Source: an optimization exercise on an open RTL-to-GDS flow (aim: small area, a short achievable clock period and few clock cycles). Production flows keep margins and buffers that such runs may drop.
Only the layout flow was run in this run; the RTL was not checked for function there.
No activity file was given, so power comes from the tool's default toggle rates.

--- flow/design.v ---
module cic_checksum (
    input  wire        clk,
    input  wire        rst,           
    input  wire [2:0]  reg_raddr,
    output reg  [31:0] reg_rdata,
    input  wire        reg_we,
    input  wire [2:0]  reg_waddr,
    input  wire [31:0] reg_wdata,
    output wire        mem_req,
    output wire [18:0] mem_addr,
    input  wire [31:0] mem_rdata
);
    localparam [31:0] MIN_LEN   = 32'h0010_1000;
    localparam [31:0] POLY      = 32'hEDB8_8320;
    localparam [31:0] FP_6101   = 32'h6170_A4A1;
    localparam [31:0] FP_6102   = 32'h90BB_6CB5;
    localparam [31:0] FP_6103   = 32'h0B05_0EE0;
    localparam [31:0] FP_6105   = 32'h98BC_2C86;
    localparam [31:0] FP_6106   = 32'hACC8_580A;
    localparam [31:0] SEED_6101 = 32'hF8CA_4DDC;    
    localparam [31:0] SEED_6103 = 32'hA388_6759;
    localparam [31:0] SEED_6105 = 32'hDF26_F436;
    localparam [31:0] SEED_6106 = 32'h1FEA_617A;
    localparam [2:0] S_IDLE = 3'd0, S_CRC = 3'd1, S_VID = 3'd2, S_INIT = 3'd3,
                     S_MIX  = 3'd4, S_COMB = 3'd5, S_END = 3'd6;
    reg  [2:0]  state;
    reg  [18:0] cnt;           
    reg  [1:0]  sub;           
    reg         aux_ph;        
    reg  [4:0]  step;          
    reg         q1_crc, q2_crc;
    reg  [1:0]  q1_sub, q2_sub;
    reg         q1_main, q2_main, q3_main;
    reg         q1_last, q2_last, q3_last;
    reg  [31:0] d, d2;
    reg  [31:0] t1, t2, t3, t4, t5, t6;
    reg  [31:0] fp;            
    reg  [2:0]  variant;
    reg  [31:0] buf_len;
    reg         st_busy, st_done, st_short;
    wire v5 = (variant == 3'd5);
    wire v3 = (variant == 3'd3);
    wire v6 = (variant == 3'd6);
    wire [31:0] status = {27'd0, 1'b0, st_done & st_short, st_done & ~st_short, st_done, st_busy};
    always @(*) begin
        case (reg_raddr)
            3'd1:    reg_rdata = status;
            3'd2:    reg_rdata = buf_len;
            3'd3:    reg_rdata = t3;
            3'd4:    reg_rdata = t1;
            3'd5:    reg_rdata = fp;
            3'd6:    reg_rdata = {29'd0, variant};
            default: reg_rdata = 32'd0;
        endcase
    end
    wire start = reg_we && (reg_waddr == 3'd0) && (reg_wdata == 32'h0000_0001) && !st_busy;
    wire req_crc  = (state == S_CRC);
    wire req_mix  = (state == S_MIX);
    assign mem_req  = req_crc | req_mix;
    assign mem_addr = (req_mix && aux_ph) ? (19'h001D4 + {13'd0, cnt[5:0]}) : cnt;
    wire req_main = req_mix && !aux_ph;
    wire mix_last = (cnt == 19'h403FF) && (v5 ? aux_ph : 1'b1);
    reg [7:0] crc_byte;
    always @(*) begin
        case (q2_sub)
            2'd0: crc_byte = d[31:24];
            2'd1: crc_byte = d[23:16];
            2'd2: crc_byte = d[15:8];
            default: crc_byte = d[7:0];
        endcase
    end
    wire [31:0] crc_acc = ~fp;
    reg  [31:0] crc_tab;
    integer k;
    always @(*) begin
        crc_tab = {24'd0, crc_acc[7:0] ^ crc_byte};
        for (k = 0; k < 8; k = k + 1)
            crc_tab = crc_tab[0] ? ((crc_tab >> 1) ^ POLY) : (crc_tab >> 1);
    end
    wire [31:0] crc_next = ~((crc_acc >> 8) ^ crc_tab);
    reg [2:0] ident;
    always @(*) begin
        if      (fp == FP_6101) ident = 3'd1;
        else if (fp == FP_6102) ident = 3'd2;
        else if (fp == FP_6103) ident = 3'd3;
        else if (fp == FP_6106) ident = 3'd6;
        else                    ident = 3'd5;
    end
    reg [31:0] seed;
    always @(*) begin
        case (variant)
            3'd1, 3'd2: seed = SEED_6101;
            3'd3:       seed = SEED_6103;
            3'd6:       seed = SEED_6106;
            default:    seed = SEED_6105;
        endcase
    end
    wire [32:0] s6 = {1'b0, t6} + {1'b0, d};
    wire [63:0] d_dbl = {d, d};
    wire [31:0] r  = d_dbl[63 - d[4:0] -: 32];
    wire        gt = (t2 > d);
    always @(posedge clk) begin
        d  <= mem_rdata;
        d2 <= d;
        q1_crc  <= req_crc;
        q1_sub  <= sub;
        q1_main <= req_main;
        q1_last <= req_mix && mix_last;
        q2_crc  <= q1_crc;
        q2_sub  <= q1_sub;
        q2_main <= q1_main;
        q2_last <= q1_last;
        q3_main <= q2_main;
        q3_last <= q2_last;
        if (q2_crc)
            fp <= crc_next;
        if (q2_main) begin
            t6 <= s6[31:0];
            t4 <= t4 + {31'd0, s6[32]};
            t3 <= t3 ^ d;
            t5 <= t5 + r;
            t2 <= t2 ^ (gt ? r : (s6[31:0] ^ d));
        end
        if (q3_main)
            t1 <= t1 + ((v5 ? d : t5) ^ d2);
        if (rst) begin
            state    <= S_IDLE;
            st_busy  <= 1'b0;
            st_done  <= 1'b0;
            st_short <= 1'b0;
            buf_len  <= 32'd0;
            q1_crc   <= 1'b0;
            q2_crc   <= 1'b0;
            q1_main  <= 1'b0;
            q2_main  <= 1'b0;
            q3_main  <= 1'b0;
            q1_last  <= 1'b0;
            q2_last  <= 1'b0;
            q3_last  <= 1'b0;
        end else begin
            if (reg_we && !st_busy && reg_waddr == 3'd2)
                buf_len <= reg_wdata;
            case (state)
                S_IDLE: begin
                    if (start) begin
                        st_done  <= 1'b1;
                        st_short <= 1'b1;
                        if (buf_len >= MIN_LEN) begin
                            st_busy <= 1'b1;
                            st_done <= 1'b0;
                            st_short <= 1'b0;
                            state   <= S_CRC;
                            cnt     <= 19'h00010;
                            sub     <= 2'd0;
                            fp      <= 32'd0;
                        end
                    end
                end
                S_CRC: begin
                    sub <= sub + 2'd1;
                    if (sub == 2'd3) begin
                        cnt <= cnt + 19'd1;
                        if (cnt == 19'h003FF) state <= S_VID;
                    end
                end
                S_VID: begin
                    if (!q1_crc && !q2_crc) begin
                        variant <= ident;
                        state   <= S_INIT;
                    end
                end
                S_INIT: begin
                    t1 <= seed; t2 <= seed; t3 <= seed;
                    t4 <= seed; t5 <= seed; t6 <= seed;
                    cnt    <= 19'h00400;
                    aux_ph <= 1'b0;
                    state  <= S_MIX;
                end
                S_MIX: begin
                    if (req_mix && mix_last) state <= S_COMB;
                    if (v5) begin
                        aux_ph <= ~aux_ph;
                        if (aux_ph) cnt <= cnt + 19'd1;
                    end else begin
                        cnt <= cnt + 19'd1;
                    end
                    step <= 5'd0;
                end
                S_COMB: begin
                    if (q3_last || !(q1_main || q2_main || q3_main)) begin
                    end
                    if (!(q1_main || q2_main || q3_main || q1_last || q2_last || q3_last)) begin
                        if (v6) begin
                            t3 <= t3 + (t4[0] ? t6 : 32'd0);
                            t6 <= t6 << 1;
                            t4 <= t4 >> 1;
                            t1 <= t1 + (t2[0] ? t5 : 32'd0);
                            t5 <= t5 << 1;
                            t2 <= t2 >> 1;
                            step <= step + 5'd1;
                            if (step == 5'd31) state <= S_END;
                        end else if (v3) begin
                            t3 <= t3 + (t6 ^ t4);
                            t1 <= t1 + (t5 ^ t2);
                            state <= S_END;
                        end else begin
                            t3 <= t3 ^ t6 ^ t4;
                            t1 <= t1 ^ t5 ^ t2;
                            state <= S_END;
                        end
                    end
                end
                S_END: begin
                    st_busy <= 1'b0;
                    st_done <= 1'b1;
                    st_short <= 1'b0;
                    state   <= S_IDLE;
                end
                default: state <= S_IDLE;
            endcase
        end
    end
endmodule
--- flow/run.sh ---
#!/bin/bash
# synth_recipe.tcl (not shown) runs the flow's synth.tcl, then flattens the netlist and writes it again
# the make line also repeats each setting of config.mk as NAME=value (left out here)
make -C /OpenROAD-flow-scripts/flow DESIGN_CONFIG=/design/flow/config.mk WORK_HOME=/design/flow/orfs CLKGATE_MAP_FILE= SYNTH_SCRIPT=/design/flow/synth_recipe.tcl finish
--- flow/config.mk ---
export PLATFORM = sky130hd
export DESIGN_NAME = cic_checksum
export DESIGN_NICKNAME = cic_checksum
export VERILOG_FILES = /design/flow/design.v
export SDC_FILE = /design/flow/constraint.sdc
export NUM_CORES = 4
export LEC_CHECK = 0
export CAP_MARGIN = 20
export CORE_MARGIN = 2
export CORE_UTILIZATION = 40
export SLEW_MARGIN = 20
--- flow/constraint.sdc ---
create_clock -name core_clock -period 10.0 [get_ports {clk}]
set_input_delay 2.0000 -clock core_clock [delete_from_list [all_inputs] [get_ports {clk}]]
set_output_delay 2.0000 -clock core_clock [all_outputs]
set_load 0.01 [all_outputs]
==> summary.txt <==
[worst reg2reg max path: stages, from the launching register on]
cell,delay (ns)
dfxtp_2,0.52
buf_4,0.58
inv_1,0.22
ha_1,0.33
buf_4,0.40
mux4_2,0.40
mux2_2,0.29
o21ai_0,0.45
o32a_1,0.22
o221ai_1,0.17
ha_1,0.28
fa_1,0.44
a21o_1,0.21
a211oi_1,0.32
o31ai_1,0.21
a21oi_1,0.23
o21bai_1,0.18
a221o_1,0.44
a21o_1,0.23
a31oi_1,0.29
nor4b_1,0.10
o32ai_1,0.33
a31oi_1,0.13
[how the worst max path moves through the flow]
stage	start	to	slack, ns
2_1_floorplan	reg_waddr[0]	cnt[0]	3.47
6_report	d[0]	t5[30]	2.94
4_1_cts	d[0]	t5[30]	3.00
3_3_place_gp	reg_raddr[2]	reg_rdata[14]	3.07
3_5_place_dp	d[0]	t5[30]	3.00
5_1_grt	d[0]	t5[30]	2.37
[area by class of cell]
cell class | instances | area, um2 | area share [%]
well taps | 1155 | 1450 | 3.68
clock inverters | 18 | 273 | 0.695
inverters | 94 | 353 | 0.899
repair buffers | 221 | 1970 | 5.03
flip-flops and latches | 368 | 7680 | 19.5
clock buffers | 71 | 1470 | 3.74
diodes | 1 | 2.50 | 0.00637
multi-input cells | 3777 | 26100 | 66.4
[routing by layer]
metal  vias up  share of wire [%]  GRT usage (%)
li1      16400                  -              -
met1     17000                 42           46.4
met2      2004                 42           51.5
met3       372                 10           5.51
met4         0                5.6           17.4
met5         -                  0              0
[sequential cells by signal, indices dropped and copies added, names as in the netlist, 2 cells and up]
name     flops
t1          32
t3          32
sub          2
q2_sub       2
buf_len     32
t6          32
fp          32
t4          32
d2          32
step         5
q1_sub       2
t2          32
t5          32
d           32
state        3
cnt         19
variant      3
[Yosys cell counts (43+ instances only)]
cell,count
and2_1,102
xor2_1,240
nor2_1,395
mux2i_1,95
ha_1,264
o211ai_1,53
inv_1,93
clkbuf_1,180
dfxtp_1,338
nor3_1,62
nand3_1,73
nand2_1,466
a31oi_1,43
a211oi_1,74
a21oi_1,449
a21o_1,120
o21ai_0,322
xnor2_1,289
[metrics by stage]
| step | std cells | hold slack (ns) |
|---|---|---|
| 2_1_floorplan | 4472 | 0.310 |
| 3_3_place_gp | 5614 | 0.313 |
| 3_5_place_dp | 5614 | 0.316 |
| 4_1_cts | 5703 | 0.332 |
| 5_1_grt | 5704 | 0.335 |
| 6_report | 5705 | 0.331 |
[report_power, final]
part / internal, W / total [W] / switching, W
Combinational: 0.00301 / 0.00692 / 0.00392
Sequential: 0.00181 / 0.00266 / 0.000855
Clock: 0.00117 / 0.00194 / 0.000768
Total: 0.00599 / 0.0115 / 0.00554
[cells by family (layout without fill, tap and decap cells)]
kind of cell | count (synthesis) | count (layout) | share of synthesized area, %
adder cells (fa/ha/maj) | 271 | 271 | 9.86
AND/OR/NAND/NOR | 1363 | 1363 | 18.1
other | 0 | 1 | 0
flip-flops | 368 | 368 | 22.0
XOR/XNOR | 546 | 546 | 14.2
buffers and inverters | 327 | 404 | 3.70
AO/OA/AOI/OAI | 1446 | 1446 | 26.5
multiplexers | 151 | 151 | 5.72
==> impl_metrics.csv <==
group,metric,value,unit
critical_path,cp_data_required_time,10.50,ns
logic_synthesis,syn-num-nets,4816,
clock_network,h-tree-depth,2,
critical_path,critPathTopFamily,"compound AO/OA/AOI/OAI gates",
sta,skew,0.0435,ns
critical_path,r2r_start,"d[0]",
die,io_pins,125,
power,power.total,0.0115,W
sta,hold_viol,0,
logic_synthesis,ys_seq_area_share,22.0,%
sta,max_freq,0.142,GHz
drt,routed_wl,158000,um
status,status,"timing/DRC/antenna clean",
logic_synthesis,synth.avg_cell_area,7.81,um2
critical_path,critPathBufInv,3,
drt,drt_first_iter_violations,4193,
worst_hold_path,hold_path_startpoint,"q1_sub[0]",
clock_network,root_buffer,"clkbuf_16",
critical_path,slowest_delay,0.58,ns
global_routing,grt_pass1_wl,226000,um
place,place_area,37500,um2
clock_network,cts.sinks,368,
critical_path,cp_slowest_cell,"buf_4",
logic_synthesis,synth.largest_area_cell,"dfxtp_1",
critical_path,cp.arrival,7.56,ns
sta,setup-violations-final,0,
final_layout,utilization,45.3,%
critical_path,crit_chain,"buf_4, inv_1, ha_1, buf_4, mux4_2, mux2_2, o21ai_0, o32a_1, o221ai_1, ha_1, fa_1, a21o_1, a211oi_1, o31ai_1, a21oi_1, o21bai_1, a221o_1, a21o_1, a31oi_1, nor4b_1, o32ai_1, a31oi_1",
place,dp_hpwl,119000,um
sta,fin_crit,7.06,ns
logic_synthesis,ys_async_sr_fraction,0,%
clock_network,cts-hold-fix-buffers,0,
sta,drv_slew,0,
die,die-area,89700,um2
critical_path,worstRegToRegCells,22,
final_layout,final_common_cell,"nand2_1",
worst_hold_path,hp-class,"reg -> reg",
drt,post_drt_via_cell_ratio,6.27,
critical_path,crit_fanout,40,
die,die_w,299,um
worst_hold_path,hold_end,"q2_sub[0]",
clock_network,clock_latency,0.64,ns
final_layout,layout-drive-gt1-share,6.79,%
place,portBuffers,124,
clock_network,clk_pin_slew_worst_paths,0.06,ns
logic_synthesis,syn_area,34900,um2
die,core,86600,um2
drt,drt-pass1-iter-count,6,
critical_path,rr_endpoint,"t5[30]",
sta,fin_crit_sh,70.6,%
critical_path,r2r_setup_slack,2.94,ns
final_layout,layout_common_cells,"nand2_1, a21oi_1, nor2_1",
global_routing,grt_usage,34.0,%
critical_path,cp-start-kind,"flop",
logic_synthesis,synth_top_cell_area_share,19.4,%
clock_network,ctsResizeCount,0,
clock_network,cts_setup_buffers,0,
critical_path,cp-end-kind,"flop",
logic_synthesis,syn_inst,4472,
global_routing,grt_antenna_before_repair,3,
global_routing,grt_overflow_total,0,
drt,wl_per_cell,27.6,um
sta,worst_pin_slew,1.29,ns
sta,rsz0062_at_grt,"no",
drt,drcViolationCount,0,
global_routing,grt_pass1_vias,32700,
die,dieHeight,299,um
place,gp_congestion,1.02,
die,rows,108,
worst_hold_path,whs_path_depth,0,
job,max-cap-violations,0,
clock_network,cts_tree,"done",
logic_synthesis,ys_seq_elements,368,
place,post-place-ws,3.00,ns
final_layout,nFillCells,8637,
drt,ant_nets,0,
logic_synthesis,synth.distinct_cells,98,
critical_path,worst-setup-path-type,"reg -> reg",
final_layout,design_area,39300,um2
clock_network,clock_path_buffers,3,
power,p_leak,15.5,nW
logic_synthesis,synth_area_leaders,"dfxtp_1, ha_1, xnor2_1",
global_routing,grt_max_degree,58,
logic_synthesis,synth_edf_count,30,
logic_synthesis,ys.flop_type,"dfxtp_1",
sta,slew_headroom,14.0,%
final_layout,area_delta_synth_final,12.5,%
logic_synthesis,yosysWarnings,1,
critical_path,worstSetupPathDepth,22,
final_layout,num-nets-final,4855,
power,ir_worst_vdd,0.187,mV
sta,fin_setup_tns,0,ns
power,power.density,294,nW/um2
sta,fin_ws,2.94,ns
drt,vias,35800,
die,start_util,40.3,%
clock_network,cts_buffers,49,

## afterwards: timing with drivers on the ports
How much do the figures lean on ideal ports? The routed layout below was timed once more, with nothing changed but the port constraints. Step 1 assumes that a clkbuf_16 drives the clock port and a buf_2 every other input. Step 2, shift: input delay + t, output delay - t, t = (earliest + latest rising clock arrival at the registers) / 2. This alone moves slack from input paths to output paths. Three values: ideal ports, drivers, drivers and shift; two values: the first two.
shift t [ns]: 0.695
setup slack, ns: 2.944 / 2.944 / 2.944
worst setup path after step 2: register to register
After both steps this run still meets setup and hold. For this run, drivers alone change the setup slack by 0.000 ns; drivers and shift together by 0.000 ns.
